This design comes from an exercise in tuning for small area and few clock cycles on the open sky130 flow, not from production work. In this exercise RTL edits were held to simulation tests only and were not proved equivalent to the original. Power figures rest on the tool's default switching activity, not on a simulated workload.

File: flow/design.v
module crush_parser #(
    parameter [7:0] SENTINEL = 8'h24,
    parameter       CAPACITY = 80
) (
    input  wire        clk,
    input  wire        rst,
    input  wire        rx_valid,
    input  wire [7:0]  rx_data,
    output wire        rx_ready,
    input  wire        can_take,      
    input  wire        buf_busy,      
    output wire [2:0]  err,           
    output wire        dispatch,      
    output reg         cmd_r,
    output reg         cmd_j,
    output reg  [31:0] address,
    output reg  [31:0] req_len,       
    output reg  [6:0]  payload_len,
    output wire        wr_en,
    output wire [7:0]  wr_data
);
    localparam [3:0] S_WAIT = 4'd0,
                     S_CMD  = 4'd1,
                     S_WID  = 4'd2,
                     S_LH   = 4'd3,
                     S_LL   = 4'd4,
                     S_ADDR = 4'd5,
                     S_PH   = 4'd6,
                     S_PL   = 4'd7,
                     S_CH   = 4'd8,
                     S_CL   = 4'd9;
    reg  [3:0]  state;
    reg  [7:0]  remaining;
    reg  [7:0]  ck_acc;
    reg  [2:0]  k;
    wire [7:0] b = rx_data;
    wire       is_digit = (b >= 8'h30) && (b <= 8'h39);
    wire       is_upper = (b >= 8'h41) && (b <= 8'h46);
    wire       is_lower = (b >= 8'h61) && (b <= 8'h66);
    wire       is_hex   = is_digit || is_upper || is_lower;
    wire [3:0] nib      = is_digit ? b[3:0] : (b[3:0] + 4'd9);
    wire       is_req   = (b == 8'h57) || (b == 8'h52) || (b == 8'h4A);
    wire       is_wid   = (b == 8'h31) || (b == 8'h32) || (b == 8'h33);
    wire [7:0] rem_dec  = remaining - 8'd1;
    wire       rem_zero = (remaining == 8'd0);
    wire       rem_one  = (remaining == 8'd1);
    wire       more_pl  = (rem_dec[7:2] != 6'd0);       
    wire [7:0] ck_low   = ck_acc + {4'd0, nib};
    wire       is_w     = !cmd_r && !cmd_j;
    assign rx_ready = !((state == S_CL) && !can_take) &&
                      !((state == S_PL) && is_w && buf_busy);
    wire fire = rx_valid && rx_ready;
    reg e_parse, e_ck, e_ovf, disp;
    always @(*) begin
        e_parse = 1'b0;
        e_ck    = 1'b0;
        e_ovf   = 1'b0;
        disp    = 1'b0;
        case (state)
            S_WAIT: ;
            S_CMD:  e_parse = !is_req;
            S_WID:  e_parse = !is_wid;
            S_LH, S_LL, S_PH: e_parse = !is_hex;
            S_ADDR, S_CH: e_parse = !is_hex || rem_zero;
            S_PL: begin
                e_parse = !is_hex;
                e_ovf   = is_hex && (payload_len == CAPACITY);
            end
            S_CL: begin
                e_parse = !is_hex || !rem_one;
                e_ck    = is_hex && rem_one && (ck_low != 8'd0);
                disp    = is_hex && rem_one && (ck_low == 8'd0);
            end
            default: e_parse = 1'b1;
        endcase
    end
    assign err      = fire ? {e_ovf, e_ck, e_parse} : 3'b000;
    assign dispatch = fire && disp;
    assign wr_en   = fire && (state == S_PL) && is_hex && is_w && (payload_len != CAPACITY);
    assign wr_data = {req_len[3:0], nib};
    always @(posedge clk) begin
        if (rst) begin
            state <= S_WAIT;
        end else if (fire) begin
            if (e_parse || e_ck || e_ovf || disp) begin
                state <= S_WAIT;
            end else begin
                case (state)
                    S_WAIT: if (b == SENTINEL) begin
                        ck_acc      <= 8'd0;
                        address     <= 32'd0;
                        req_len     <= 32'd0;
                        payload_len <= 7'd0;
                        state       <= S_CMD;
                    end
                    S_CMD: begin
                        cmd_r  <= b[4] && !b[0];         
                        cmd_j  <= !b[4];                 
                        ck_acc <= ck_acc + b;
                        state  <= S_WID;
                    end
                    S_WID: begin
                        k      <= {b[1:0], 1'b1};        
                        ck_acc <= ck_acc + b;
                        state  <= S_LH;
                    end
                    S_LH: begin
                        remaining <= {nib, 4'd0};
                        ck_acc    <= ck_acc + b;
                        state     <= S_LL;
                    end
                    S_LL: begin
                        remaining <= {remaining[7:4], nib};
                        ck_acc    <= ck_acc + b;
                        state     <= S_ADDR;
                    end
                    S_ADDR: begin
                        remaining <= rem_dec;
                        address   <= {address[27:0], nib};
                        ck_acc    <= ck_acc + b;
                        k         <= k - 3'd1;
                        if (k == 3'd0)
                            state <= more_pl ? S_PH : S_CH;
                    end
                    S_PH: begin
                        remaining <= rem_dec;
                        req_len   <= {req_len[27:0], nib};
                        ck_acc    <= ck_acc + b;
                        state     <= S_PL;
                    end
                    S_PL: begin
                        remaining   <= rem_dec;
                        req_len     <= {req_len[27:0], nib};
                        payload_len <= payload_len + 7'd1;
                        ck_acc      <= ck_acc + b;
                        state       <= more_pl ? S_PH : S_CH;
                    end
                    S_CH: begin
                        remaining <= rem_dec;
                        ck_acc    <= ck_acc + {nib, 4'd0};
                        state     <= S_CL;
                    end
                    default: state <= S_WAIT;
                endcase
            end
        end
    end
endmodule
module crush_encoder #(
    parameter [7:0] SENTINEL   = 8'h24,
    parameter [7:0] TERMINATOR = 8'h0A
) (
    input  wire        clk,
    input  wire        rst,
    output wire        free,          
    input  wire        take_req,      
    input  wire        req_r,
    input  wire        req_j,
    input  wire [31:0] req_addr,
    input  wire [31:0] req_len,
    input  wire [6:0]  req_n,
    input  wire        take_ind,      
    input  wire [31:0] ind_addr,
    input  wire [2:0]  ind_len,
    input  wire [31:0] ind_data,
    output wire [6:0]  buf_idx,       
    input  wire [7:0]  buf_rdata,
    input  wire        buf_shift,     
    output wire        buf_reading,   
    output wire        mem_valid,
    output wire [1:0]  mem_op,
    output wire [31:0] mem_addr,
    output wire [7:0]  mem_wdata,
    input  wire        mem_ready,
    input  wire [15:0] mem_rdata,
    output reg         tx_valid,
    output reg  [7:0]  tx_data,
    input  wire        tx_ready
);
    localparam [3:0] E_IDLE = 4'd0,
                     E_WR   = 4'd1,
                     E_INV  = 4'd2,
                     E_SENT = 4'd3,
                     E_CMD  = 4'd4,
                     E_WID  = 4'd5,
                     E_LH   = 4'd6,
                     E_LL   = 4'd7,
                     E_ADDR = 4'd8,
                     E_PH   = 4'd9,
                     E_PL   = 4'd10,
                     E_CH   = 4'd11,
                     E_CL   = 4'd12,
                     E_TERM = 4'd13;
    localparam [1:0] T_W = 2'd0, T_R = 2'd1, T_J = 2'd2, T_I = 2'd3;
    function [7:0] hex;
        input [3:0] v;
        hex = (v <= 4'd9) ? (8'h30 + {4'd0, v}) : (8'h37 + {4'd0, v});
    endfunction
    reg [3:0]  st;
    reg [1:0]  typ;
    reg [31:0] base;        
    reg [31:0] remain;      
    reg [6:0]  n;           
    reg [6:0]  idx;         
    reg [7:0]  data;        
    reg        have;        
    reg [7:0]  ckn;         
    wire is_r = (typ == T_R);
    wire is_j = (typ == T_J);
    wire is_i = (typ == T_I);
    wire [1:0] w      = (base[31:16] == 16'd0) ? 2'd1 :
                        (base[31:24] == 8'd0)  ? 2'd2 : 2'd3;
    wire       big    = (remain[31:6] != 26'd0) || (remain[5:0] > 6'd34);
    wire [5:0] chunk  = big ? 6'd34 : remain[5:0];
    wire [6:0] nf     = is_r ? {1'b0, chunk} : is_j ? 7'd2 : is_i ? n : 7'd0;
    wire [7:0] llv    = {5'd0, w, 1'b0} + {nf, 1'b0} + 8'd4;
    wire       last   = !(is_r && big);
    wire [3:0] anib   = base[{idx[2:0], 2'b00} +: 4];
    assign mem_addr  = base + {25'd0, idx};
    assign mem_wdata = buf_rdata;
    reg  [6:0] row;         
    assign buf_idx   = row;
    assign buf_reading = (st == E_WR);
    wire rd_ph   = (st == E_PH) && is_r;
    assign mem_valid = (st == E_WR) || (st == E_INV) || (rd_ph && !have);
    assign mem_op    = (st == E_WR) ? 2'd1 : (st == E_INV) ? 2'd3 : 2'd2;
    wire mem_fire    = mem_valid && mem_ready;
    reg [3:0] dn;
    always @(*) begin
        tx_valid = 1'b1;
        case (st)
            E_LH:   dn = llv[7:4];
            E_LL:   dn = llv[3:0];
            E_ADDR: dn = anib;
            E_PH:   dn = is_r ? (have ? data[7:4] : mem_rdata[7:4]) : remain[31:28];
            E_PL:   dn = is_r ? data[3:0] : remain[31:28];
            E_CH:   dn = ckn[7:4];
            default: dn = ckn[3:0];
        endcase
        case (st)
            E_SENT: tx_data = SENTINEL;
            E_CMD:  tx_data = is_r ? 8'h72 : is_j ? 8'h6A : is_i ? 8'h49 : 8'h77;
            E_WID:  tx_data = {6'b001100, w};
            E_TERM: tx_data = TERMINATOR;
            default: tx_data = hex(dn);
        endcase
        if (st == E_IDLE || st == E_WR || st == E_INV) tx_valid = 1'b0;
        if (rd_ph && !have && !mem_ready) tx_valid = 1'b0;
    end
    wire fire = tx_valid && tx_ready;
    assign free = (st == E_IDLE) || ((st == E_TERM) && tx_ready && last);
    always @(posedge clk) begin
        if (rst) begin
            st   <= E_IDLE;
            have <= 1'b0;
        end else begin
            if (buf_shift) row <= row + 7'd1;
            case (st)
                E_WR: if (mem_ready) begin
                    idx <= idx + 7'd1;
                    row <= row - {6'd0, !buf_shift};
                    if (idx + 7'd1 == n) st <= E_SENT;
                end
                E_INV: if (mem_ready) begin
                    remain[31:16] <= mem_rdata;
                    st <= E_SENT;
                end
                E_SENT: if (fire) begin ckn <= 8'd0; st <= E_CMD; end
                E_CMD:  if (fire) begin ckn <= ckn - tx_data; st <= E_WID; end
                E_WID:  if (fire) begin ckn <= ckn - tx_data; st <= E_LH; end
                E_LH:   if (fire) begin ckn <= ckn - tx_data; st <= E_LL; end
                E_LL:   if (fire) begin
                    ckn <= ckn - tx_data;
                    idx <= {4'd0, w, 1'b1};
                    st  <= E_ADDR;
                end
                E_ADDR: if (fire) begin
                    ckn <= ckn - tx_data;
                    idx <= idx - 7'd1;
                    if (idx[2:0] == 3'd0) begin
                        idx <= 7'd0;
                        st  <= (nf == 7'd0) ? E_CH : E_PH;
                    end
                end
                E_PH: begin
                    if (mem_fire) data <= mem_rdata[7:0];
                    if (fire) begin
                        ckn  <= ckn - tx_data;
                        have <= 1'b0;
                        if (!is_r) remain <= {remain[27:0], 4'd0};
                        st   <= E_PL;
                    end else if (mem_fire) begin
                        have <= 1'b1;
                    end
                end
                E_PL: if (fire) begin
                    ckn <= ckn - tx_data;
                    if (!is_r) remain <= {remain[27:0], 4'd0};
                    idx <= idx + 7'd1;
                    st  <= (idx + 7'd1 == nf) ? E_CH : E_PH;
                end
                E_CH: if (fire) st <= E_CL;
                E_CL: if (fire) st <= E_TERM;
                E_TERM: if (fire) begin
                    if (!last) begin
                        base   <= mem_addr;             
                        remain <= remain - 32'd34;
                        st     <= E_SENT;
                    end else begin
                        st <= E_IDLE;
                    end
                end
                default: ;
            endcase
            if (free && take_ind) begin
                typ    <= T_I;
                base   <= ind_addr;
                remain <= ind_data;
                n      <= {4'd0, ind_len};
                idx    <= 7'd0;
                st     <= E_SENT;
            end else if (free && take_req) begin
                typ    <= {req_j, req_r};
                base   <= req_addr;
                remain <= req_len;
                n      <= req_n;
                idx    <= 7'd0;
                row    <= req_n - 7'd1;
                if (req_j)                     st <= E_INV;
                else if (req_r)                st <= (req_len == 32'd0) ? E_IDLE : E_SENT;
                else                           st <= (req_n == 7'd0) ? E_SENT : E_WR;
            end
        end
    end
endmodule
module crush_fp (
    input  wire        clk,
    input  wire        rst,
    input  wire        rx_valid,
    input  wire [7:0]  rx_data,
    output wire        rx_ready,
    output wire        tx_valid,
    output wire [7:0]  tx_data,
    input  wire        tx_ready,
    input  wire        ind_valid,
    input  wire [31:0] ind_addr,
    input  wire [2:0]  ind_len,
    input  wire [31:0] ind_data,
    output wire        ind_ready,
    output wire        mem_valid,
    output wire [1:0]  mem_op,        
    output wire [31:0] mem_addr,
    output wire [7:0]  mem_wdata,
    input  wire        mem_ready,
    input  wire [15:0] mem_rdata,
    output reg  [2:0]  status
);
    localparam [7:0] SENTINEL = 8'h24;
    localparam       CAPACITY = 80;
    wire        free, dispatch, p_r, p_j, wr_en, buf_reading;
    wire [2:0]  p_err;
    wire [31:0] p_addr, p_len;
    wire [6:0]  p_n, rd_idx;
    wire [7:0]  wr_data, rd_data;
    assign ind_ready = free;
    crush_parser #(.SENTINEL(SENTINEL), .CAPACITY(CAPACITY)) u_parser (
        .clk(clk), .rst(rst),
        .rx_valid(rx_valid), .rx_data(rx_data), .rx_ready(rx_ready),
        .can_take(free && !ind_valid),
        .buf_busy(buf_reading && (rd_idx == CAPACITY - 1)),
        .err(p_err), .dispatch(dispatch),
        .cmd_r(p_r), .cmd_j(p_j), .address(p_addr), .req_len(p_len), .payload_len(p_n),
        .wr_en(wr_en), .wr_data(wr_data)
    );
    reg [8*CAPACITY-1:0] payload;
    always @(posedge clk)
        if (wr_en) payload <= {payload[8*CAPACITY-9:0], wr_data};
    wire [127:0] rd_hot = 128'd1 << rd_idx;
    reg  [7:0]   rd_sel;
    integer r;
    always @(*) begin
        rd_sel = 8'd0;
        for (r = 0; r < CAPACITY; r = r + 1)
            rd_sel = rd_sel | (payload[8*r +: 8] & {8{rd_hot[r]}});
    end
    assign rd_data = rd_sel;
    crush_encoder #(.SENTINEL(SENTINEL)) u_enc (
        .clk(clk), .rst(rst),
        .free(free),
        .take_req(dispatch), .req_r(p_r), .req_j(p_j),
        .req_addr(p_addr), .req_len(p_len), .req_n(p_n),
        .take_ind(ind_valid), .ind_addr(ind_addr), .ind_len(ind_len), .ind_data(ind_data),
        .buf_idx(rd_idx), .buf_rdata(rd_data), .buf_shift(wr_en), .buf_reading(buf_reading),
        .mem_valid(mem_valid), .mem_op(mem_op), .mem_addr(mem_addr), .mem_wdata(mem_wdata),
        .mem_ready(mem_ready), .mem_rdata(mem_rdata),
        .tx_valid(tx_valid), .tx_data(tx_data), .tx_ready(tx_ready)
    );
    always @(posedge clk) begin
        if (rst) status <= 3'b000;
        else     status <= status | p_err;
    end
endmodule
File: flow/flow/run.sh
#!/bin/bash
# The standard layout (standard.sh) with two changes: each port gets the
# smallest buffer (buf_1), and the clock tree is built from clkbuf_8 clusters
# of up to 14 sinks without dummy loads. The make output goes to
# standard.log; ORFS keeps each step's own log under orfs/logs/.
set -euo pipefail
export BUFFER_PORTS_ARGS="-buffer_cell sky130_fd_sc_hd__buf_1"
export CTS_ARGS="-sink_clustering_enable -repair_clock_nets -dont_use_dummy_load -buf_list sky130_fd_sc_hd__clkbuf_8 -sink_clustering_size 14 -sink_clustering_max_diameter 60"
bash standard.sh > standard.log 2>&1
File: flow/standard.sh
#!/bin/bash
# synth_recipe.tcl (not shown) runs the flow's synth.tcl, then flattens the netlist and writes it again
# the make line also repeats each setting of config.mk as NAME=value (left out here)
make -C /OpenROAD-flow-scripts/flow DESIGN_CONFIG=/design/flow/config.mk WORK_HOME=/design/flow/orfs CLKGATE_MAP_FILE= SYNTH_SCRIPT=/design/flow/synth_recipe.tcl "${@:-finish}"
File: flow/config.mk
export PLATFORM = sky130hd
export DESIGN_NAME = crush_fp
export DESIGN_NICKNAME = crush_fp
export VERILOG_FILES = /design/flow/design.v
export SDC_FILE = /design/flow/constraint.sdc
export NUM_CORES = 4
export LEC_CHECK = 0
export CAP_MARGIN = 20
export CORE_MARGIN = 2
export CORE_UTILIZATION = 60
export SLEW_MARGIN = 20
File: flow/constraint.sdc
create_clock -name core_clock -period 10.0 [get_ports {clk}]
set_input_delay 2.0000 -clock core_clock [delete_from_list [all_inputs] [get_ports {clk}]]
set_output_delay 2.0000 -clock core_clock [all_outputs]
set_load 0.01 [all_outputs]
==> results of run 1 <==
==> cells by family after synthesis <==
logic type      synth area share, %
simple gates                   10.7
fa+ha+maj                      2.42
mux                            1.19
compound gates                 14.1
xor+xnor                       2.74
other cells                 0.00989
flops                          66.8
buf+inv                        2.00
==> cells in the final DEF, fill, tap and decap left out, types with 58 or more instances in the layout <==
cell | synthesis | final
nor2_1 | 213 | 162
a22oi_1 | 125 | 125
nand2_1 | 156 | 156
nor3_1 | 59 | 58
a21oi_1 | 85 | 83
o21ai_0 | 69 | 64
nand4_1 | 64 | 64
nand3_1 | 67 | 66
inv_1 | 60 | 58
edfxtp_1 | 835 | 835
a221oi_1 | 94 | 94
clkbuf_8 | 2 | 75
and2_1 | 73 | 73
buf_1 | 9 | 152
xnor2_1 | 78 | 78
a22o_1 | 105 | 105
ha_1 | 63 | 61
==> synthesized netlist by cell type (all sizes together) (10+ instances only) <==
master	count	area, µm²
a222oi	25	250
nor2	214	806
buf	33	181
or2	10	62.6
a21boi	10	78.8
nand2	156	586
nand3	67	335
edfxtp	835	25100
xnor2	78	683
inv	60	225
o211ai	14	105
nor3	61	322
a22oi	125	938
a21oi	87	443
a221oi	94	823
a22o	105	920
a21o	40	300
o21a	12	90.1
and3	19	119
nor2b	19	119
nor3b	11	82.6
or3	14	100
clkbuf	86	344
nand2b	13	81.3
and2	75	473
nor4	28	196
dfxtp	12	240
ha	63	788
o22ai	22	138
a31oi	16	100
o21ai	71	359
mux2i	18	180
xor2	35	307
a211oi	21	173
nand4	66	434
==> worst reg2reg max path, cell delays in order, from the launching register on <==
cell and delay (ps):
edfxtp_1 450, or4_4 580, or2_2 360, nor4_4 320
a32oi_1 250, inv_1 120, ha_1 150, ha_1 170
inv_1 70, fa_1 540, nor2b_1 50, nor3_1 160
o22ai_1 120, o32a_1 360, a211oi_2 200, nand2_1 190
and2_4 200, a311oi_1 270, ha_1 260, nor2b_1 120
o21ai_0 190, a21boi_0 160, o21ai_0 230, a21boi_0 160
o21a_1 200, or3_1 300, a21oi_1 140
==> flip-flops by register name, indices dropped and copies added, names as in the netlist, 32 cells and up <==
signal            count
payload             640
u_enc.base           32
u_enc.remain         32
u_parser.address     32
u_parser.req_len     32
==> stage by stage <==
step	power [mW]	worst slack (ps)	util, %	setup TNS [ps]
2_1_floorplan	4.97	-16270	-	-8689600
3_3_place_gp	5.35	2990	63.3	0
3_5_place_dp	5.37	2790	63.3	0
4_1_cts	7.10	2470	64.9	0
5_1_grt	7.35	2110	65.0	0
6_report	7.12	2490	65.0	0
==> report_power, final <==
group | switching (mW) | total (mW) | leakage [nW] | internal (mW)
sequential | 0.136 | 4.12 | 6.84 | 3.98
combinational | 0.767 | 1.21 | 4.91 | 0.445
clock | 1.12 | 1.79 | 0.539 | 0.671
total | 2.02 | 7.12 | 12.3 | 5.10
==> per-layer routing <==
metal / vias up / GRT usage [%] / wire length (µm)
met5: - / 0 / 43
met4: 8 / 19.9 / 7710
met3: 441 / 10.1 / 16400
met2: 2145 / 57.1 / 56000
met1: 13320 / 50.4 / 45100
li1: 11211 / - / -
==> area by class of cell <==
cell class                      instances  area [µm²]  share of cell area [%]
Timing Repair Buffer                  207        1010                    2.48
Tap cell                              846        1060                    2.60
Multi-Input combinational cell       1722       12100                    29.7
Antenna cell                            1        2.50                 0.00614
Inverter                               62         258                   0.632
Sequential cell                       847       25300                    62.1
Clock buffer                           75        1030                    2.53
==> worst max path at each step <==
stage | from | end | cells after the start
2_1_floorplan | rx_data[1] | u_enc.row[6] | 10
3_3_place_gp | rx_data[0] | u_enc.base[20] | 15
3_5_place_dp | rx_data[0] | u_enc.idx[6] | 16
4_1_cts | u_enc.remain[9] | tx_data[1] | 18
5_1_grt | u_enc.remain[8] | tx_data[1] | 16
6_report | u_enc.remain[9] | tx_data[1] | 18
==> notes.md, run 1 <==
outcome complete, no violations; Overflow after GRT 0; CTS H-tree lvls 3; CTS hold repair buffers 0; Starting Density 60.4%; cells after synthesis 2750; antenna violations before repair 3; data required time at the worst endpoint 8000 ps; Post-CTS Setup Inserts 0; async set or reset register ratio after synthesis 0%; count of state elements after synthesis 847; Boundary Pins 154; share of final-layout standard cells stronger than drive strength 1 8.62%; post-CTS resize count 0; class of the worst hold path reg -> reg; startpoint of the worst hold path payload[238]; fillcell total 4672; count of cells along the worst register-to-register path 26; post-route cell area 40800 µm²; worst clock skew 92.7 ps; leak pwr 12.3 nW; Clock Sinks 847; Cell Count Post-Placement 3683; unique cell type count in the Yosys netlist 106; Residual DRC 0; die width 255 µm; placer congestion estimate 1.00; Critical Path Start Type register; number of nets in the finished design 3081; peak per-stage delay on the critical path 580 ps; number of I/O port buffers 152; cell with the biggest individual delay on the critical path or4_4; Std-Cell Core Area 62700 µm²; number of DRC markers after the initial detailed-route iteration 4984; critical path class reg -> out; worst supply voltage drop on vdd 0.125 mV; reg-to-reg critical path endpoint u_enc.ckn[7]; hold path endpoint payload[246]; number of buffers inserted during clock tree synthesis 75; final clock period utilization by the worst path 75.1%; routed wire length 125 mm; fin cells 3760; detailed-route vias per instance 7.21; Final Hold Viols 0; Worst Tran Pin Value 1300 ps; maximum number of pins on one net before global-route repair 202; hold path cells 0; combined global-route utilization of all metal layers 37.7%; standard-cell rows 92; Die ar. 65200 µm²; r2r setup slk 3450 ps; Yosys warning count 3; Crit path arrival time 5510 ps; via count 27.1k; flip-flop cell with the highest count after synthesis edfxtp_1; clock tree from TritonCTS done; CTS clock-pin slew for the worst setup and hold paths 90 ps; sequential fraction of the synthesis area 66.8%; startpoint of the worst-slack reg-to-reg timing path u_enc.remain[9]; CP top delay family simple AND/OR/NAND/NOR gates; max frequency 133 MHz; post-layout min period 7510 ps; Post-Syn Nets 2916; final HPWL from detailed placement 83.4 mm; hold_ws 412 ps; antenna-violating nets left 0; EDFF count, synth 835; maximum fanout count along the critical path 6; worst relative slew slack 13.3%; max-slew violation total from the final report 0; post-place instance area 39700 µm²; mean cell area of the mapped netlist 13.8 µm²; via count of the first global-routing pass 25.7k; number of iterations in the first detailed-routing pass 9; clock insertion delay at the later pin of the skew report 700 ps; element type at the critical path end primary output; Cell Pwr Density 175 nW/µm²; number of buffers on the longest clock path 3; Buf/Inv on CP 3; Finish-stage setup viols 0; setup repair after global routing missed its margin no; number of max-cap violations 0; global-route wire length before repair 178 mm; combined area of all synthesized cells 37900 µm²; Wirelength per Cell 33.3 µm; clock root buffer master clkbuf_8; die extent in y 255 µm; worst-path cell chain or4_4 -> or2_2 -> nor4_4 -> a32oi_1 -> inv_1 -> ha_1 -> ha_1 -> inv_1 -> fa_1 -> nor2b_1 -> nor3_1 -> o22ai_1 -> o32a_1 -> a211oi_2 -> nand2_1 -> and2_4 -> a311o_1 -> buf_1; layout overhead on the synthesized area 7.52%
Testbench counts, summed over its fixed seeds: cycles 44,314.
==> run 2, diff against run 1 <==
==> flow/flow/run.sh (replaced) <==
#!/bin/bash
# The standard layout (standard.sh) with two changes: each port gets the
# smallest buffer (buf_1), and the clock tree uses clkbuf_8 clusters of up to
# 14 sinks without dummy loads. The make output goes to standard.log; ORFS
# keeps each step's log under orfs/logs/.
set -euo pipefail
export BUFFER_PORTS_ARGS="-buffer_cell sky130_fd_sc_hd__buf_1"
export CTS_ARGS="-sink_clustering_enable -repair_clock_nets -dont_use_dummy_load -buf_list sky130_fd_sc_hd__clkbuf_8 -sink_clustering_size 14 -sink_clustering_max_diameter 60"
bash standard.sh > standard.log 2>&1
==> run 2 against run 1 <==
  * Register-to-register slack is essentially flat
  * Synthesized cell count is the same
  * Critical path depth is the same
  * Via count is the same
  * Sequential power is essentially flat
  * Highest routed layer unchanged
==> notes.md, run 2 <==
outcome complete, no violations; number of buffers on the longest clock path 3 (unchanged); clock tree from TritonCTS done; Biggest register payload; antenna violations before repair 3 (unchanged); Yosys warning count 3 (unchanged); post-CTS resize count 0 (unchanged); number of iterations in the first detailed-routing pass 9 (unchanged); worst relative slew slack 13.3% (unchanged); placer congestion estimate 1.00 (unchanged); layout overhead on the synthesized area 7.52% (unchanged); die extent in y 255 µm (unchanged); power dissipated by switching net loads 2.02 mW (unchanged); via count of the first global-routing pass 25.7k (unchanged); Post-Syn Nets 2916 (unchanged); global-route wire length before repair 178 mm (unchanged); via count 27.1k (unchanged); final HPWL from detailed placement 83.4 mm (unchanged); cells after synthesis 2750 (unchanged); CTS H-tree lvls 3 (unchanged); dominant cells by area after synthesis edfxtp_1 66%, a22oi_1 2.5%, a22o_1 2.4%; Cell Int Power 5.10 mW (unchanged); Post-CTS Setup Inserts 0 (unchanged); cell type with the largest total area after synthesis edfxtp_1; hold path cells 0 (unchanged); number of nets in the finished design 3081 (unchanged); clock root buffer master clkbuf_8; element type at the critical path end primary output; share of the synthesized area in the top cell type 66.1% (unchanged); post-layout min period 7510 ps (unchanged); Worst Tran Pin Value 1300 ps (unchanged); final clock period utilization by the worst path 75.1% (unchanged); Wirelength per Cell 33.3 µm (unchanged); class of the worst hold path reg -> reg; worst-path cell chain or4_4 -> or2_2 -> nor4_4 -> a32oi_1 -> inv_1 -> ha_1 -> ha_1 -> inv_1 -> fa_1 -> nor2b_1 -> nor3_1 -> o22ai_1 -> o32a_1 -> a211oi_2 -> nand2_1 -> and2_4 -> a311o_1 -> buf_1; most common library cells after synthesis 835 x edfxtp_1, 213 x nor2_1, 156 x nand2_1, 125 x a22oi_1, 105 x a22o_1; Std-Cell Core Area 62700 µm² (unchanged); number of flip-flops under the largest register name 640 (unchanged); Starting Density 60.4% (unchanged); setup repair after global routing missed its margin no; routed wire length 125 mm (unchanged); number of max-cap violations 0 (unchanged); max frequency 133 MHz (unchanged); maximum number of pins on one net before global-route repair 202 (unchanged); Die ar. 65200 µm² (unchanged); mean cell area of the mapped netlist 13.8 µm² (unchanged); data required time at the worst endpoint 8000 ps (about the same); hold path endpoint payload[246]; CP top delay family simple AND/OR/NAND/NOR gates; clock insertion delay at the later pin of the skew report 700 ps (about the same); CTS clock-pin slew for the worst setup and hold paths 90 ps (about the same); minimum setup slack in the final design 2490 ps (unchanged); EDFF count, synth 835 (unchanged); worst clock skew 92.7 ps (unchanged); reg-to-reg critical path endpoint u_enc.ckn[7]; most common library cell in the layout ignoring fill and taps edfxtp_1; combined area of all synthesized cells 37900 µm² (unchanged); commonest cells after routing, fill and taps aside 835 x edfxtp_1, 162 x nor2_1, 156 x nand2_1; share of the core filled with cells 65.0% (unchanged); startpoint of the worst hold path payload[238]; startpoint of the worst-slack reg-to-reg timing path u_enc.remain[9]; die width 255 µm (unchanged); standard-cell rows 92 (unchanged); Clock Power Share 25.2% (about the same); share of final-layout standard cells stronger than drive strength 1 8.62% (unchanged); sequential fraction of the synthesis area 66.8% (unchanged); Clock Sinks 847 (unchanged); r2r setup slk 3450 ps (about the same); combined global-route utilization of all metal layers 37.7% (unchanged); Cell Pwr Density 175 nW/µm² (unchanged); Crit path arrival time 5510 ps (about the same); unique cell type count in the Yosys netlist 106 (unchanged); flip-flop cell with the highest count after synthesis edfxtp_1; async set or reset register ratio after synthesis 0% (unchanged); antenna-violating nets left 0 (unchanged); number of buffers inserted during clock tree synthesis 75 (unchanged); number of DRC markers after the initial detailed-route iteration 4984 (unchanged); sum of internal, switching and leakage power 7.12 mW (unchanged); Critical Path Start Type register; cell with the biggest individual delay on the critical path or4_4; Finish-stage setup viols 0 (unchanged); maximum fanout count along the critical path 6 (unchanged); Residual DRC 0 (unchanged); count of cells along the worst register-to-register path 26 (unchanged); fillcell total 4672 (unchanged); switching share of power 28.4% (unchanged); worst supply voltage drop on vdd 0.125 mV (unchanged); Buf/Inv on CP 3 (unchanged); Worst Setup Slack post-DPL 2790 ps (unchanged); Boundary Pins 154 (unchanged); critical path class reg -> out; count of state elements after synthesis 847 (unchanged); Final Hold Viols 0 (unchanged); CTS hold repair buffers 0 (unchanged); part of the power in registers 57.8% (about the same); leak pwr 12.3 nW (unchanged); most used standard cell by instance count after synthesis edfxtp_1; peak per-stage delay on the critical path 580 ps (about the same); detailed-route vias per instance 7.21 (unchanged); Combinational Power Share 17.0% (about the same); number of I/O port buffers 152 (unchanged); Overflow after GRT 0 (unchanged); max-slew violation total from the final report 0 (unchanged)
-- run 2: cell counts after synthesis --
Identical to the previous run, type by type.
-- run 2: cell type report --
type,instances,area [µm²],share of cell area (%)
sequential,847,25300,62.1
multi-input combinational,1722,12100,29.7
tap,846,1060,2.60
clock buffer,75,1030,2.53
timing repair buffer,207,1010,2.48
inverter,62,258,0.632
antenna,1,2.50,0.00614
-- run 2: cell families after synthesis --
| logic type | count (synthesis) | synth area share (%) |
|---|---|---|
| other | 1 | 0.00989 |
| AOI/OAI and AO/OA | 710 | 14.1 |
| buffers and inverters | 181 | 2.00 |
| muxes | 34 | 1.19 |
| adders and majority gates | 70 | 2.42 |
| and+or+nand+nor | 792 | 10.7 |
| DFF | 847 | 66.8 |
| xor gates and xnor gates | 115 | 2.74 |
-- run 2: worst max path at each step --
| stage | from | to | slack [ps] | cells past startpoint |
|---|---|---|---|---|
| 4_1_cts | u_enc.remain[9] | tx_data[1] | 2470 | 18 |
| 2_1_floorplan | rx_data[1] | u_enc.row[6] | -16270 | 10 |
| 3_3_place_gp | rx_data[0] | u_enc.base[20] | 2990 | 15 |
| 6_report | u_enc.remain[9] | tx_data[1] | 2490 | 18 |
| 5_1_grt | u_enc.remain[8] | tx_data[1] | 2110 | 16 |
| 3_5_place_dp | rx_data[0] | u_enc.idx[6] | 2790 | 16 |
-- run 2: power by group through the flow --
stage | sequential, mW | combinational, mW | clock (mW)
after floorplan | 4.12 | 0.844 | 0
after global placement | 4.19 | 1.16 | 0
after detailed placement | 4.19 | 1.18 | 0
after CTS | 4.11 | 1.18 | 1.80
after global routing | 4.13 | 1.30 | 1.92
final | 4.12 | 1.21 | 1.79
-- run 2: per-layer routing --
layer	share of wire (%)	vias up	routed length (µm)	track usage [%]
li1	-	11211	-	-
met5	0.034	-	43	0
met1	36	13320	45100	50.4
met3	13	441	16400	10.1
met2	45	2145	56000	57.1
met4	6.2	8	7710	19.9
-- run 2: worst register-to-register path, delay by kind of cell, from the launching register on --
family	cells	cell delay (ps)
AO/OA/AOI/OAI	11	2280
adder cells (fa/ha/maj)	4	1120
flip-flops	1	450
buffers and inverters	2	190
AND/OR/NAND/NOR	9	2280
-- run 2: metrics by stage --
step	setup TNS, ps	hold WS [ps]	area (µm²)	instances
6_report	0	412	40800	3760
5_1_grt	0	426	40800	3760
4_1_cts	0	419	40700	3758
3_5_place_dp	0	434	39700	3683
3_3_place_gp	0	427	39700	3683
2_1_floorplan	-8689600	420	38000	2750
==> run 3, diff against run 2 <==
--- a/flow/design.v
+++ b/flow/design.v
@@ -17,7 +17,8 @@
     output reg  [31:0] req_len,       
     output reg  [6:0]  payload_len,
     output wire        wr_en,
-    output wire [7:0]  wr_data
+    output wire [7:0]  wr_data,
+    output wire [6:0]  age_next       
 );
     localparam [3:0] S_WAIT = 4'd0,
                      S_CMD  = 4'd1,
@@ -30,9 +31,15 @@
                      S_CH   = 4'd8,
                      S_CL   = 4'd9;
     reg  [3:0]  state;
+    reg  [1:0]  width;
     reg  [7:0]  remaining;
     reg  [7:0]  ck_acc;
     reg  [2:0]  k;
+    reg  [6:0]  age;        
+    wire [6:0] pl_m40   = payload_len - 7'd40;
+    wire [6:0] pl_x2    = {payload_len[5:0], 1'b0};
+    wire [6:0] due      = (payload_len < 7'd40) ? pl_x2 - 7'd1 : {pl_m40[5:0], 1'b0};
+    wire       slot_ok  = (payload_len == 7'd0) || (age == due) || (payload_len == CAPACITY);
     wire [7:0] b = rx_data;
     wire       is_digit = (b >= 8'h30) && (b <= 8'h39);
     wire       is_upper = (b >= 8'h41) && (b <= 8'h46);
@@ -48,7 +55,7 @@
     wire [7:0] ck_low   = ck_acc + {4'd0, nib};
     wire       is_w     = !cmd_r && !cmd_j;
     assign rx_ready = !((state == S_CL) && !can_take) &&
-                      !((state == S_PL) && is_w && buf_busy);
+                      !((state == S_PL) && is_w && (buf_busy || !slot_ok));
     wire fire = rx_valid && rx_ready;
     reg e_parse, e_ck, e_ovf, disp;
     always @(*) begin
@@ -78,6 +85,9 @@
     assign dispatch = fire && disp;
     assign wr_en   = fire && (state == S_PL) && is_hex && is_w && (payload_len != CAPACITY);
     assign wr_data = {req_len[3:0], nib};
+    wire   wr_first = wr_en && (payload_len == 7'd0);
+    assign age_next = wr_first ? 7'd0 : (age == 7'd79) ? 7'd0 : age + 7'd1;
+    always @(posedge clk) age <= age_next;
     always @(posedge clk) begin
         if (rst) begin
             state <= S_WAIT;
@@ -100,7 +110,7 @@
                         state  <= S_WID;
                     end
                     S_WID: begin
-                        k      <= {b[1:0], 1'b1};        
+                        width  <= b[1:0];
                         ck_acc <= ck_acc + b;
                         state  <= S_LH;
                     end
@@ -112,6 +122,7 @@
                     S_LL: begin
                         remaining <= {remaining[7:4], nib};
                         ck_acc    <= ck_acc + b;
+                        k         <= {width, 1'b1};
                         state     <= S_ADDR;
                     end
                     S_ADDR: begin
@@ -163,10 +174,10 @@
     input  wire [31:0] ind_addr,
     input  wire [2:0]  ind_len,
     input  wire [31:0] ind_data,
-    output wire [6:0]  buf_idx,       
-    input  wire [7:0]  buf_rdata,
-    input  wire        buf_shift,     
-    output wire        buf_reading,   
+    input  wire [6:0]  ring_age,      
+    output wire [6:0]  ring_row,
+    input  wire [7:0]  ring_rdata,
+    output wire        ring_busy,     
     output wire        mem_valid,
     output wire [1:0]  mem_op,
     output wire [31:0] mem_addr,
@@ -205,6 +216,8 @@
     reg [7:0]  data;        
     reg        have;        
     reg [7:0]  ckn;         
+    reg [6:0]  dage;        
+    reg [6:0]  row;         
     wire is_r = (typ == T_R);
     wire is_j = (typ == T_J);
     wire is_i = (typ == T_I);
@@ -217,10 +230,16 @@
     wire       last   = !(is_r && big);
     wire [3:0] anib   = base[{idx[2:0], 2'b00} +: 4];
     assign mem_addr  = base + {25'd0, idx};
-    assign mem_wdata = buf_rdata;
-    reg  [6:0] row;         
-    assign buf_idx   = row;
-    assign buf_reading = (st == E_WR);
+    assign mem_wdata = ring_rdata;
+    assign ring_row  = row;
+    wire [6:0] zs    = (dage == 7'd79) ? 7'd0 : dage + 7'd1;
+    wire [6:0] jz    = zs[0] ? (7'd40 + {1'b0, zs[6:1]}) : {1'b0, zs[6:1]};
+    assign ring_busy = (st == E_WR) && (idx <= jz) && (jz < n);
+    wire       adv   = (st == E_WR) && mem_ready;
+    wire [6:0] rstep = !adv ? 7'd1 : (idx == 7'd39) ? 7'd78 : 7'd79;    
+    wire [7:0] rsum  = {1'b0, row} + {1'b0, rstep};
+    wire [6:0] row_next  = (rsum >= 8'd80) ? rsum[6:0] - 7'd80 : rsum[6:0];
+    wire [6:0] dage_next = (dage == 7'd79) ? 7'd0 : dage + 7'd1;
     wire rd_ph   = (st == E_PH) && is_r;
     assign mem_valid = (st == E_WR) || (st == E_INV) || (rd_ph && !have);
     assign mem_op    = (st == E_WR) ? 2'd1 : (st == E_INV) ? 2'd3 : 2'd2;
@@ -250,15 +269,15 @@
     wire fire = tx_valid && tx_ready;
     assign free = (st == E_IDLE) || ((st == E_TERM) && tx_ready && last);
     always @(posedge clk) begin
+        dage <= dage_next;
+        row  <= row_next;
         if (rst) begin
             st   <= E_IDLE;
             have <= 1'b0;
         end else begin
-            if (buf_shift) row <= row + 7'd1;
             case (st)
                 E_WR: if (mem_ready) begin
                     idx <= idx + 7'd1;
-                    row <= row - {6'd0, !buf_shift};
                     if (idx + 7'd1 == n) st <= E_SENT;
                 end
                 E_INV: if (mem_ready) begin
@@ -325,7 +344,8 @@
                 remain <= req_len;
                 n      <= req_n;
                 idx    <= 7'd0;
-                row    <= req_n - 7'd1;
+                dage   <= ring_age;
+                row    <= ring_age;
                 if (req_j)                     st <= E_INV;
                 else if (req_r)                st <= (req_len == 32'd0) ? E_IDLE : E_SENT;
                 else                           st <= (req_n == 7'd0) ? E_SENT : E_WR;
@@ -357,40 +377,32 @@
 );
     localparam [7:0] SENTINEL = 8'h24;
     localparam       CAPACITY = 80;
-    wire        free, dispatch, p_r, p_j, wr_en, buf_reading;
+    wire        free, dispatch, p_r, p_j, wr_en, ring_busy;
     wire [2:0]  p_err;
     wire [31:0] p_addr, p_len;
-    wire [6:0]  p_n, rd_idx;
+    wire [6:0]  p_n, age_next, rd_row;
     wire [7:0]  wr_data, rd_data;
     assign ind_ready = free;
     crush_parser #(.SENTINEL(SENTINEL), .CAPACITY(CAPACITY)) u_parser (
         .clk(clk), .rst(rst),
         .rx_valid(rx_valid), .rx_data(rx_data), .rx_ready(rx_ready),
         .can_take(free && !ind_valid),
-        .buf_busy(buf_reading && (rd_idx == CAPACITY - 1)),
+        .buf_busy(ring_busy),
         .err(p_err), .dispatch(dispatch),
         .cmd_r(p_r), .cmd_j(p_j), .address(p_addr), .req_len(p_len), .payload_len(p_n),
-        .wr_en(wr_en), .wr_data(wr_data)
+        .wr_en(wr_en), .wr_data(wr_data), .age_next(age_next)
     );
-    reg [8*CAPACITY-1:0] payload;
+    reg [8*CAPACITY-1:0] ring;
     always @(posedge clk)
-        if (wr_en) payload <= {payload[8*CAPACITY-9:0], wr_data};
-    wire [127:0] rd_hot = 128'd1 << rd_idx;
-    reg  [7:0]   rd_sel;
-    integer r;
-    always @(*) begin
-        rd_sel = 8'd0;
-        for (r = 0; r < CAPACITY; r = r + 1)
-            rd_sel = rd_sel | (payload[8*r +: 8] & {8{rd_hot[r]}});
-    end
-    assign rd_data = rd_sel;
+        ring <= {ring[8*CAPACITY-9:0], wr_en ? wr_data : ring[8*CAPACITY-1 -: 8]};
+    assign rd_data = ring[{rd_row, 3'b000} +: 8];
     crush_encoder #(.SENTINEL(SENTINEL)) u_enc (
         .clk(clk), .rst(rst),
         .free(free),
         .take_req(dispatch), .req_r(p_r), .req_j(p_j),
         .req_addr(p_addr), .req_len(p_len), .req_n(p_n),
         .take_ind(ind_valid), .ind_addr(ind_addr), .ind_len(ind_len), .ind_data(ind_data),
-        .buf_idx(rd_idx), .buf_rdata(rd_data), .buf_shift(wr_en), .buf_reading(buf_reading),
+        .ring_age(age_next), .ring_row(rd_row), .ring_rdata(rd_data), .ring_busy(ring_busy),
         .mem_valid(mem_valid), .mem_op(mem_op), .mem_addr(mem_addr), .mem_wdata(mem_wdata),
         .mem_ready(mem_ready), .mem_rdata(mem_rdata),
         .tx_valid(tx_valid), .tx_data(tx_data), .tx_ready(tx_ready)
==> flow/run.sh (new file) <==
#!/bin/bash
# synth_recipe.tcl (not shown) runs the flow's synth.tcl, then flattens the netlist and writes it again
# the make line also repeats each setting of config.mk as NAME=value (left out here)
make -C /OpenROAD-flow-scripts/flow DESIGN_CONFIG=/design/flow/config.mk WORK_HOME=/design/flow/orfs CLKGATE_MAP_FILE= SYNTH_SCRIPT=/design/flow/synth_recipe.tcl finish
--- a/flow/config.mk
+++ b/flow/config.mk
@@ -7,5 +7,8 @@
 export LEC_CHECK = 0
 export CAP_MARGIN = 20
 export CORE_MARGIN = 2
-export CORE_UTILIZATION = 60
+export CORE_UTILIZATION = 40
+export CTS_BUF_LIST = sky130_fd_sc_hd__clkbuf_16
+export CTS_CLUSTER_DIAMETER = 100
+export CTS_CLUSTER_SIZE = 22
 export SLEW_MARGIN = 20
removed: flow/flow/run.sh
removed: flow/standard.sh
==> run 3 against run 2 <==
  * Global-route usage shrank 18 points
  * Clock power grew 15%
  * Via count shrank 19%
  * Largest cell class unchanged
  * Synthesized cell count shrank 3.1%
  * Synthesized area shrank 10%
  * Combinational power grew 48%
  * Sequential power shrank 2%
  * Highest routed layer unchanged
  * Design area shrank 6.5%
  * Die area grew 34%
  * Routed wire length shrank 32%
  * Power grew 11%
==> notes.md, run 3 <==
maximum number of pins on one net before global-route repair 81 (-60%); number of DRC markers after the initial detailed-route iteration 2005 (-60%); worst relative slew slack 27.0% (+14 points); r2r setup slk 3080 ps (-370 ps); via count of the first global-routing pass 21.8k (-15%); Critical Path Start Type register; most used standard cell by instance count after synthesis dfxtp_1; final clock period utilization by the worst path 80.7% (+5.6 points); Wirelength per Cell 21.9 µm (-34%); antenna-violating nets left 0 (unchanged); Yosys warning count 3 (unchanged); max frequency 124 MHz (-6.9%); post-CTS resize count 0 (unchanged); Worst Setup Slack post-DPL 2240 ps (-545 ps); antenna violations before repair 6 (+3); area taken by multi-input logic gates 13900 µm² (+15%); dominant cells by area after synthesis dfxtp_1 40%, edfxtp_1 17%, mux4_2 14%; die extent in y 295 µm (+16%); cell type with the largest total area after synthesis dfxtp_1; startpoint of the worst-slack reg-to-reg timing path u_enc.remain[25]; class of the worst hold path reg -> reg; number of buffers on the longest clock path 3 (unchanged); flip-flop cell with the highest count after synthesis dfxtp_1; critical path class reg -> out; storage element area 19200 µm² (-24%); minimum setup slack in the final design 1930 ps (-561 ps); most common library cells after synthesis 673 x dfxtp_1, 208 x mux4_2, 190 x edfxtp_1, 151 x nor2_1, 129 x nand2_1; placer congestion estimate 0.910 (-9.1%); data required time at the worst endpoint 8000 ps (about the same); Starting Density 40.5% (-20 points); Residual DRC 0 (unchanged); count of cells along the worst register-to-register path 28 (+7.7%); sum of internal, switching and leakage power 7.88 mW (+11%); clock root buffer master clkbuf_16; hold_ws 336 ps (-75.7 ps); fillcell total 7476 (+60%); async set or reset register ratio after synthesis 0% (unchanged); worst setup path start u_enc.remain[25]; detailed-route vias per instance 5.59 (-22%); Final Hold Viols 0 (unchanged); CTS clock-pin slew for the worst setup and hold paths 90 ps (about the same); CTS hold repair buffers 0 (unchanged); via count 21.9k (-19%); fin cells 3915 (+4.1%); post-layout min period 8070 ps (+561 ps); share of the synthesized area in the top cell type 39.7% (-26 points); Worst Tran Pin Value 1070 ps (-231 ps); post-place instance area 36700 µm² (-7.6%); EDFF count, synth 190 (-77%); element type at the critical path end primary output; die width 295 µm (+16%); routed wire length 85.7 mm (-32%); sequential fraction of the synthesis area 56.5% (-10 points); number of buffers inserted during clock tree synthesis 48 (-36%); Die ar. 87200 µm² (+34%); global-route wire length before repair 132 mm (-26%); Overflow after GRT 0 (unchanged); Setup TNS 0 ps (unchanged); share of final-layout standard cells stronger than drive strength 1 12.9% (+4.3 points); CTS H-tree lvls 2 (-1); Clock Sinks 863 (+1.9%); maximum fanout count along the critical path 5 (-1); post-route cell area 38100 µm² (-6.5%); combined global-route utilization of all metal layers 19.5% (-18 points); Crit path arrival time 6070 ps (+560 ps); mean cell area of the mapped netlist 12.7 µm² (-7.6%); unique cell type count in the Yosys netlist 89 (-16%); reg-to-reg critical path endpoint u_enc.ckn[7]; standard-cell rows 106 (+15%); number of iterations in the first detailed-routing pass 8 (-1); worst setup path endpoint tx_data[1]; layout overhead on the synthesized area 12.3%; number of flip-flops under the largest register name 640 (unchanged); Std-Cell Core Area 83800 µm² (+34%); Post-Syn Nets 2850 (-2.3%); max-slew violation total from the final report 0 (unchanged); combined area of all synthesized cells 33900 µm² (-10%); leak pwr 13.7 nW (+12%); clock tree from TritonCTS done; Cell Count Post-Placement 3844 (+4.4%); final HPWL from detailed placement 60.4 mm (-28%); Post-CTS Setup Inserts 0 (unchanged); Boundary Pins 154 (unchanged); outcome complete, no violations; share of the core filled with cells 45.5% (-20 points); worst supply voltage drop on vdd 0.132 mV (+5.7%); count of state elements after synthesis 863 (+1.9%); Biggest register ring; Finish-stage setup viols 0 (unchanged); number of nets in the finished design 2946 (-4.4%); commonest cells after routing, fill and taps aside 669 x dfxtp_1, 208 x mux4_2, 190 x edfxtp_1; number of max-cap violations 0 (unchanged); most common library cell in the layout ignoring fill and taps dfxtp_1; number of I/O port buffers 152 (unchanged); worst clock skew 41.1 ps (-51.6 ps); cells after synthesis 2665 (-3.1%); Cell Pwr Density 207 nW/µm² (+18%); clock insertion delay at the later pin of the skew report 640 ps (-60 ps); setup repair after global routing missed its margin no
run 3: cell types whose count changed after synthesis, sizes merged, moves of 44 or more:
cell | previous run | this run
a221oi | 94 | 21
a22o | 105 | 17
a22oi | 125 | 39
dfxtp | 12 | 673
edfxtp | 835 | 190
inv | 60 | 104
mux4 | 8 | 208
nor2 | 214 | 151
run 3: final cells by class:
| cell class | instances | share of cell area (%) |
|---|---|---|
| diodes | 2 | 0.0131 |
| clock buffers | 49 | 3.22 |
| clock inverters | 19 | 0.433 |
| inverters | 105 | 1.03 |
| multi-input cells | 1555 | 36.4 |
| flip-flops and latches | 863 | 50.4 |
| well taps | 1134 | 3.72 |
| repair buffers | 188 | 4.79 |
run 3: cell families (layout without fill, tap and decap cells):
kind of cell | count (synthesis) | count (layout) | share of synthesized area [%]
other | 1 | 3 | 0.0111
and+or+nand+nor | 612 | 612 | 9.21
DFF | 863 | 863 | 56.5
xor gates and xnor gates | 124 | 124 | 3.32
AOI/OAI and AO/OA | 476 | 476 | 9.54
muxes | 253 | 253 | 15.2
buffers and inverters | 247 | 361 | 2.77
adders and majority gates | 89 | 89 | 3.43
run 3: per-layer routing:
layer  wire length (µm)  part of all wire, %  global-route usage (%)
met1              37900                   44                    27.2
met2              40500                   47                    31.6
met3               5070                  5.9                    2.83
met4               2170                  2.5                    5.24
met5                 39                0.045                       0
run 3: how the worst min path moves through the flow:
stage,from,to,slack (ps),depth (start not counted)
2_1_floorplan,ring[112],ring[120],330,0
3_3_place_gp,ring[346],ring[354],330,0
3_5_place_dp,ring[182],ring[190],330,0
4_1_cts,ring[47],ring[55],330,0
5_1_grt,ring[143],ring[151],340,0
6_report,ring[565],ring[573],340,0
run 3: critical path, cell delays in order (launching register included):
cell             delay (ps)
edfxtp_1                470
or4_4                   590
or3_4                   390
nor3_1                  400
a31oi_1                 250
inv_1                   120
ha_1                    140
inv_1                    60
ha_1                    270
a21oi_1                  70
or2_2                   290
o211ai_1                150
nor3b_1                 270
o22ai_1                 190
ha_1                    260
nor2_1                  190
nor2b_1                 110
a21oi_4                 200
mux2_4                  320
o22ai_1                 120
clkdlybuf4s50_1         580
run 3: report_power, final:
part | total, mW | internal (mW) | switching (mW)
logic | 1.79 | 0.804 | 0.990
registers | 4.03 | 3.70 | 0.329
clock network | 2.06 | 0.909 | 1.15
Testbench counts of run 3, summed over its fixed seeds: cycles 44,711.
==> run 4, diff against run 3 <==
--- a/flow/config.mk
+++ b/flow/config.mk
@@ -8,7 +8,4 @@
 export CAP_MARGIN = 20
 export CORE_MARGIN = 2
 export CORE_UTILIZATION = 40
-export CTS_BUF_LIST = sky130_fd_sc_hd__clkbuf_16
-export CTS_CLUSTER_DIAMETER = 100
-export CTS_CLUSTER_SIZE = 22
 export SLEW_MARGIN = 20
==> run 4 against run 3 <==
  * Routed wire length rose by 1.2%
  * Synthesized area did not move
  * First-iteration DRC count rose by 4.4%
  * Clock power rose by 62%
  * Power rose by 16%
  * Critical endpoint unchanged
  * Via count rose by 1.5%
  * Combinational power barely moved
  * Worst setup slack improved by 4.8 ps
  * Highest routed layer unchanged
  * Sequential share of layout area fell by 2.0 points
  * Clock skew fell by 4.6 ps
  * Global-route usage rose by 0.34 points
==> notes.md, run 4 <==
reg-to-reg critical path endpoint u_enc.ckn[7]; data required time at the worst endpoint 8000 ps (about the same); startpoint of the worst-slack reg-to-reg timing path u_enc.remain[25]; maximum fanout count along the critical path 5 (unchanged); Clock Sinks 863 (unchanged); standard-cell rows 106 (unchanged); Std-Cell Core Area 83800 µm² (unchanged); fraction of met1 tracks used by global routing 27.5% (+0.24 points); xor and xnor area share after synthesis 3.32% (unchanged); antenna violations before repair 6 (unchanged); die extent in y 295 µm (unchanged); post-synthesis share of cell area spent on full adders, half adders and majority gates 3.43% (unchanged); Worst Tran Pin Value 1070 ps (+3.81 ps); unique cell type count in the Yosys netlist 89 (unchanged); global-route wire length before repair 134 mm (+1.5%); commonest cells after routing, fill and taps aside 669 x dfxtp_1, 208 x mux4_2, 190 x edfxtp_1; cell type with the largest total area after synthesis dfxtp_1; setup repair after global routing missed its margin no; number of nets in the finished design 2985 (+1.3%); layout overhead on the synthesized area 17.0%; post-CTS resize count 0 (unchanged); most common library cell in the layout ignoring fill and taps dfxtp_1; Residual DRC 0 (unchanged); Finish-stage setup viols 0 (unchanged); via count of the first global-routing pass 22.3k (+2.1%); number of DRC markers after the initial detailed-route iteration 2094 (+4.4%); cells after synthesis 2665 (unchanged); clock insertion delay at the later pin of the skew report 650 ps (about the same); minimum setup slack in the final design 1930 ps (+4.84 ps); hold path cells 0 (unchanged); critical path class reg -> out; hold path endpoint ring[8]; post-layout min period 8070 ps (-4.84 ps); CTS H-tree lvls 3 (+1); share of the synthesized area in the top cell type 39.7% (unchanged); Most Used Layer, Global Route met2; most used standard cell by instance count after synthesis dfxtp_1; number of I/O port buffers 152 (unchanged); Crit path arrival time 6070 ps (about the same); worst relative slew slack 26.7% (-0.26 points); EDFF count, synth 190 (unchanged); async set or reset register ratio after synthesis 0% (unchanged); number of buffers on the longest clock path 3 (unchanged); worst supply voltage drop on vdd 0.144 mV (+8.5%); Compound-Gate Fraction of Synth Area 9.54% (unchanged); outcome complete, no violations; final HPWL from detailed placement 60.4 mm (unchanged); class of the worst hold path reg -> reg; routed wire length 86.8 mm (+1.2%); leak pwr 14.5 nW (+5.6%); r2r setup slk 3100 ps (+20 ps); Biggest register ring; number of max-cap violations 0 (unchanged); count of state elements after synthesis 863 (unchanged); fraction of synthesized area in multiplexers 15.2% (unchanged); clock root buffer master clkbuf_16; number of flip-flops under the largest register name 640 (unchanged); largest family of logic cells by synthesized area multiplexers; Critical Path Start Type register; Overflow after GRT 0 (unchanged); most common library cells after synthesis 673 x dfxtp_1, 208 x mux4_2, 190 x edfxtp_1, 151 x nor2_1, 129 x nand2_1; number of iterations in the first detailed-routing pass 6 (-2); worst clock skew 36.5 ps (-4.55 ps); via count 22.2k (+1.5%); post-place instance area 36700 µm² (unchanged); detailed-route vias per instance 5.55 (-0.77%); Starting Density 40.5% (unchanged); share of the core filled with cells 47.4% (+1.9 points); Final Hold Viols 0 (unchanged); sequential fraction of the synthesis area 56.5% (unchanged); dominant cells by area after synthesis dfxtp_1 40%, edfxtp_1 17%, mux4_2 14%; die width 295 µm (unchanged); final clock period utilization by the worst path 80.7% (about the same); flip-flop cell with the highest count after synthesis dfxtp_1; Wirelength per Cell 21.7 µm (-1.1%); maximum number of pins on one net before global-route repair 81 (unchanged); fraction of met2 tracks used by global routing 31.6% (about the same); element type at the critical path end primary output; antenna-violating nets left 0 (unchanged); clock tree from TritonCTS done; max-slew violation total from the final report 0 (unchanged); Post-Syn Nets 2850 (unchanged); Die ar. 87200 µm² (unchanged); Setup TNS 0 ps (unchanged); number of buffers inserted during clock tree synthesis 87 (+81%); CTS clock-pin slew for the worst setup and hold paths 60 ps (-30 ps); combined area of all synthesized cells 33900 µm² (unchanged); Yosys warning count 3 (unchanged); share of final-layout standard cells stronger than drive strength 1 15.3% (+2.4 points); startpoint of the worst hold path ring[0]; max frequency 124 MHz (about the same); combined global-route utilization of all metal layers 19.8% (+0.34 points); Boundary Pins 154 (unchanged); synthesized-area fraction occupied by and/or/nand/nor cells 9.21% (unchanged); CTS hold repair buffers 0 (unchanged); Cell Pwr Density 231 nW/µm² (+12%); placer congestion estimate 0.910 (unchanged); mean cell area of the mapped netlist 12.7 µm² (unchanged); Post-CTS Setup Inserts 0 (unchanged); post-route cell area 39700 µm² (+4.2%); hold_ws 320 ps (-16.5 ps); met3 usage 3.41% (+0.59 points); count of cells along the worst register-to-register path 28 (unchanged); Worst Setup Slack post-DPL 2240 ps (unchanged)
## run 4: cell counts after synthesis
No cell type changed its count.
## run 4: critical path: stages, from the launching register on
cell and delay, ps:
edfxtp_1 460, or4_4 600, or3_4 380, nor3_1 400, a31oi_1 260, inv_1 120
ha_1 230, inv_1 50, ha_1 180, a21oi_1 90, or2_2 290, o211ai_1 150
nor3b_1 260, o22ai_1 190, ha_1 260, nor2_1 180, nor2b_1 110, a21oi_4 200
mux2_4 320, o22ai_1 120, clkdlybuf4s50_1 590
## run 4: through the flow
stage | power (mW) | std cells
3_3_place_gp | 5.88 | 3843
3_5_place_dp | 5.89 | 3844
4_1_cts | 9.23 | 4001
5_1_grt | 9.53 | 4003
2_1_floorplan | 5.16 | 2665
6_report | 9.16 | 4004
## run 4: layer usage
| layer | part of all wire [%] | vias up |
|---|---|---|
| li1 | - | 10196 |
| met1 | 44 | 11096 |
| met2 | 47 | 773 |
| met3 | 6.3 | 158 |
| met4 | 2.8 | 4 |
| met5 | 0.027 | - |
## run 4: area by class of cell
class	instances	area (µm²)
fill	7303	44100
sequential	863	19200
multi-input combinational	1555	13900
clock buffer	125	2580
timing repair buffer	188	1820
tap	1134	1420
clock inverter	32	394
inverter	105	394
antenna	2	5.00
## run 4: worst max-delay path by stage
stage / from / end / slack (ps) / cells past startpoint
final: u_enc.remain[25] / tx_data[1] / 1930 / 20
after global routing: u_enc.remain[4] / tx_data[1] / 1510 / 17
after CTS: u_enc.remain[25] / tx_data[1] / 1900 / 20
after detailed placement: rx_data[5] / u_enc.base[29] / 2240 / 13
after global placement: rx_data[1] / u_enc.base[30] / 2470 / 16
after floorplan: rx_data[1] / u_parser.address[0] / 2290 / 10
## run 4: cell families (layout without fill, tap and decap cells)
| family | Yosys count | in the layout |
|---|---|---|
| simple gates | 612 | 612 |
| mux | 253 | 253 |
| other cells | 1 | 3 |
| buf+inv | 247 | 450 |
| compound gates | 476 | 476 |
| flops | 863 | 863 |
| fa+ha+maj | 89 | 89 |
| xor+xnor | 124 | 124 |
## run 4: report_power, final
group | leakage, nW | switching (mW) | internal [mW]
clock | 1.48 | 1.39 | 1.94
combinational | 5.83 | 0.987 | 0.804
sequential | 7.19 | 0.332 | 3.71
total | 14.5 | 2.71 | 6.45
==> run 5, diff against run 4 <==
==> flow/flow/run.sh (new file) <==
#!/bin/bash
# The standard layout (standard.sh), with smaller port buffers and a clock
# tree built from smaller buffers without dummy loads.
set -euo pipefail
export BUFFER_PORTS_ARGS="-buffer_cell sky130_fd_sc_hd__buf_1"
export CTS_ARGS="-sink_clustering_enable -repair_clock_nets -dont_use_dummy_load -buf_list sky130_fd_sc_hd__clkbuf_16 -sink_clustering_size 24 -sink_clustering_max_diameter 80"
bash standard.sh > standard.log 2>&1
==> flow/standard.sh (new file) <==
#!/bin/bash
# synth_recipe.tcl (not shown) runs the flow's synth.tcl, then flattens the netlist and writes it again
# the make line also repeats each setting of config.mk as NAME=value (left out here)
make -C /OpenROAD-flow-scripts/flow DESIGN_CONFIG=/design/flow/config.mk WORK_HOME=/design/flow/orfs CLKGATE_MAP_FILE= SYNTH_SCRIPT=/design/flow/synth_recipe.tcl "${@:-finish}"
removed: flow/run.sh
==> run 5 against run 4 <==
  * Count of clock-buffer cells in the layout is 79 lower
  * Via count is 1.2% lower
  * Cell count is 2.7% lower
  * Critical path type unchanged
  * Power is 17% lower
  * Register-to-register slack worse by 100 ps
  * Critical endpoint unchanged
  * Sequential share of layout area is 3.6 points higher
  * Highest routed layer unchanged
  * Synthesized area stayed put
==> notes.md, run 5 <==
outcome complete, no violations; CTS hold repair buffers 0 (unchanged); number of flip-flops under the largest register name 640 (unchanged); fillcell total 7636 (+4.6%); final clock period utilization by the worst path 77.2% (-3.5 points); number of DRC markers after the initial detailed-route iteration 1932 (-7.7%); number of buffers on the longest clock path 3 (unchanged); share of the synthesized area in the top cell type 39.7% (unchanged); flip-flop cell with the highest count after synthesis dfxtp_1; die width 295 µm (unchanged); Crit path arrival time 5720 ps (-350 ps); Cell Int Power 5.21 mW (-19%); Worst Tran Pin Value 1050 ps (-19.2 ps); post-layout min period 7720 ps (-346 ps); Die ar. 87200 µm² (unchanged); detailed-route vias per instance 5.64 (+1.6%); sequential fraction of the synthesis area 56.5% (unchanged); worst relative slew slack 29.9% (+3.1 points); Residual DRC 0 (unchanged); Yosys warning count 3 (unchanged); max-slew violation total from the final report 0 (unchanged); power dissipated by switching net loads 2.36 mW (-13%); dominant cells by area after synthesis dfxtp_1 40%, edfxtp_1 17%, mux4_2 14%; layout overhead on the synthesized area 8.78%; setup repair after global routing missed its margin no; maximum fanout count along the critical path 5 (unchanged); CTS H-tree lvls 2 (-1); unique cell type count in the Yosys netlist 89 (unchanged); Combinational Power Share 22.1% (+2.5 points); cell type with the largest total area after synthesis dfxtp_1; peak per-stage delay on the critical path 590 ps (about the same); mean cell area of the mapped netlist 12.7 µm² (unchanged); cell with the biggest individual delay on the critical path or4_4; critical path class reg -> out; routed wire length 84.5 mm (-2.6%); class of the worst hold path reg -> reg; leak pwr 13.2 nW (-9.1%); async set or reset register ratio after synthesis 0% (unchanged); worst supply voltage drop on vdd 0.143 mV (-0.31%); CP top delay family simple AND/OR/NAND/NOR gates; data required time at the worst endpoint 8000 ps (about the same); combined global-route utilization of all metal layers 19.3% (-0.53 points); part of the power in registers 53.2% (+9.1 points); Critical Path Start Type register; post-CTS resize count 0 (unchanged); number of max-cap violations 0 (unchanged); most common library cell in the layout ignoring fill and taps dfxtp_1; Clock Power Share 24.7% (-12 points); element type at the critical path end primary output; max frequency 130 MHz (+4.5%); maximum number of pins on one net before global-route repair 98 (+21%); Setup TNS 0 ps (unchanged); worst clock skew 87.3 ps (+50.8 ps); Biggest register ring; cells after synthesis 2665 (unchanged); Starting Density 40.5% (unchanged); standard-cell rows 106 (unchanged); number of iterations in the first detailed-routing pass 6 (unchanged); placer congestion estimate 0.972 (+6.9%); most common library cells after synthesis 673 x dfxtp_1, 208 x mux4_2, 190 x edfxtp_1, 151 x nor2_1, 129 x nand2_1; Std-Cell Core Area 83800 µm² (unchanged); antenna-violating nets left 0 (unchanged); number of nets in the finished design 2943 (-1.4%); Final Hold Viols 0 (unchanged); final HPWL from detailed placement 60.1 mm (-0.64%); number of I/O port buffers 152 (unchanged); die extent in y 295 µm (unchanged); clock root buffer master clkbuf_16; commonest cells after routing, fill and taps aside 669 x dfxtp_1, 208 x mux4_2, 190 x edfxtp_1; Post-Syn Nets 2850 (unchanged); clock tree from TritonCTS done; Cell Pwr Density 205 nW/µm² (-11%); share of the core filled with cells 44.0% (-3.3 points); most used standard cell by instance count after synthesis dfxtp_1; Buf/Inv on CP 3 (unchanged); most used cell, CP ha_1; Boundary Pins 154 (unchanged); Wirelength per Cell 21.7 µm (about the same); Post-CTS Setup Inserts 0 (unchanged); Finish-stage setup viols 0 (unchanged); Cell Count Post-Placement 3843 (-0.026%); global-route wire length before repair 131 mm (-1.9%); combined area of all synthesized cells 33900 µm² (unchanged); clock insertion delay at the later pin of the skew report 640 ps (about the same); EDFF count, synth 190 (unchanged); worst-path cell chain or4_4 -> or3_4 -> nor3_1 -> a31oi_1 -> inv_1 -> ha_1 -> inv_1 -> ha_1 -> a21oi_1 -> or2_2 -> o211ai_1 -> nor3b_1 -> o22ai_1 -> ha_1 -> nor2_1 -> nor2b_1 -> a21oi_4 -> mux2_4 -> o22ai_1 -> buf_1; switching share of power 31.2% (+1.6 points); antenna violations before repair 6 (unchanged); count of state elements after synthesis 863 (unchanged); number of buffers inserted during clock tree synthesis 46 (-47%); share of final-layout standard cells stronger than drive strength 1 12.4% (-2.9 points); via count of the first global-routing pass 22.1k (-0.87%); Overflow after GRT 0 (unchanged); via count 22.0k (-1.2%); fin cells 3895 (-2.7%); Clock Sinks 863 (unchanged); CTS clock-pin slew for the worst setup and hold paths 90 ps (+30 ps)
-- run 5: final timing paths --
check	from	end	slack [ps]	depth (start not counted)
hold / removal	ring[253]	ring[261]	290	0
setup reg to reg	u_enc.remain[25]	u_enc.ckn[7]	3000	28
hold reg to reg	ring[253]	ring[261]	290	0
setup / recovery	u_enc.remain[25]	tx_data[1]	2280	20
-- run 5: worst register-to-register path, delay by kind of cell (launching register included) --
family	cells	cell delay (ps)
AOI/OAI and AO/OA	12	2190
adders and majority gates	4	970
buffers and inverters	2	210
DFF	1	440
muxes	1	320
and+or+nand+nor	9	2710
-- run 5: cells by family (layout without fill, tap and decap cells) --
kind of cell | after synthesis | after routing | share of synthesized area (%)
AO/OA/AOI/OAI | 476 | 476 | 9.54
adder cells (fa/ha/maj) | 89 | 89 | 3.43
flip-flops | 863 | 863 | 56.5
buffers and inverters | 247 | 338 | 2.77
AND/OR/NAND/NOR | 612 | 612 | 9.21
other | 1 | 6 | 0.0111
XOR/XNOR | 124 | 124 | 3.32
multiplexers | 253 | 253 | 15.2
-- run 5: layout make-up --
cell class	count	area, µm²	share of cell area [%]
clock buffers	46	1150	3.12
flip-flops and latches	863	19200	52.0
diodes	5	12.5	0.0339
well taps	1134	1420	3.84
repair buffers	187	866	2.35
multi-input cells	1555	13900	37.6
inverters	105	394	1.07
-- run 5: through the flow --
step / total power [mW] / hold slack [ps] / setup slack, ps / area (µm²)
after CTS: 7.62 / 286 / 2280 / 36900
after global placement: 5.75 / 331 / 2800 / 35700
final: 7.57 / 291 / 2280 / 36900
after floorplan: 5.16 / 326 / 2290 / 33900
after global routing: 7.90 / 306 / 1940 / 36900
after detailed placement: 5.77 / 331 / 2610 / 35700
-- run 5: power groups by stage --
stage          combinational (mW)  sequential (mW)  clock [mW]
2_1_floorplan                1.32             3.84           0
3_3_place_gp                 1.64             4.11           0
3_5_place_dp                 1.66             4.11           0
4_1_cts                      1.66             4.03        1.93
5_1_grt                      1.80             4.05        2.05
6_report                     1.67             4.02        1.87
-- run 5: metal layers --
layer | global-route usage, % | vias up | wire length [µm]
met5 | 0 | - | 13
met4 | 6.14 | 2 | 2570
met3 | 2.56 | 148 | 5270
met2 | 31.7 | 743 | 40000
met1 | 26.4 | 11007 | 36700
li1 | - | 10060 | -

## what the ideal ports hide
No port has a modelled driver above. Below, the same layouts with a new extraction and two added sets of constraints.
Step 1: set_driving_cell puts a clkbuf_16 on clk and a buf_2 on each other input, an assumption about the parent block.
Step 2 adds t to the input delays and takes it off the output delays; t is the mean of the earliest and latest rising clock arrival at the registers after step 1. Input paths then give back, and output paths get back, about the clock's delay inside the block.
a / b / c = ideal ports / drivers / drivers and shift; a / b = the first two.
run	shift t [ns]	setup WS [ns]	worst setup path at the end
run 1	0.716	2.488 / 2.423 / 2.745	input to register
run 2	0.716	2.488 / 2.423 / 2.745	input to register
run 3	0.685	1.927 / 1.863 / 2.361	input to register
run 4	0.698	1.932 / 1.867 / 2.294	input to register
run 5	0.660	2.278 / 2.213 / 2.610	input to register
After both steps setup and hold are still met in every run listed.
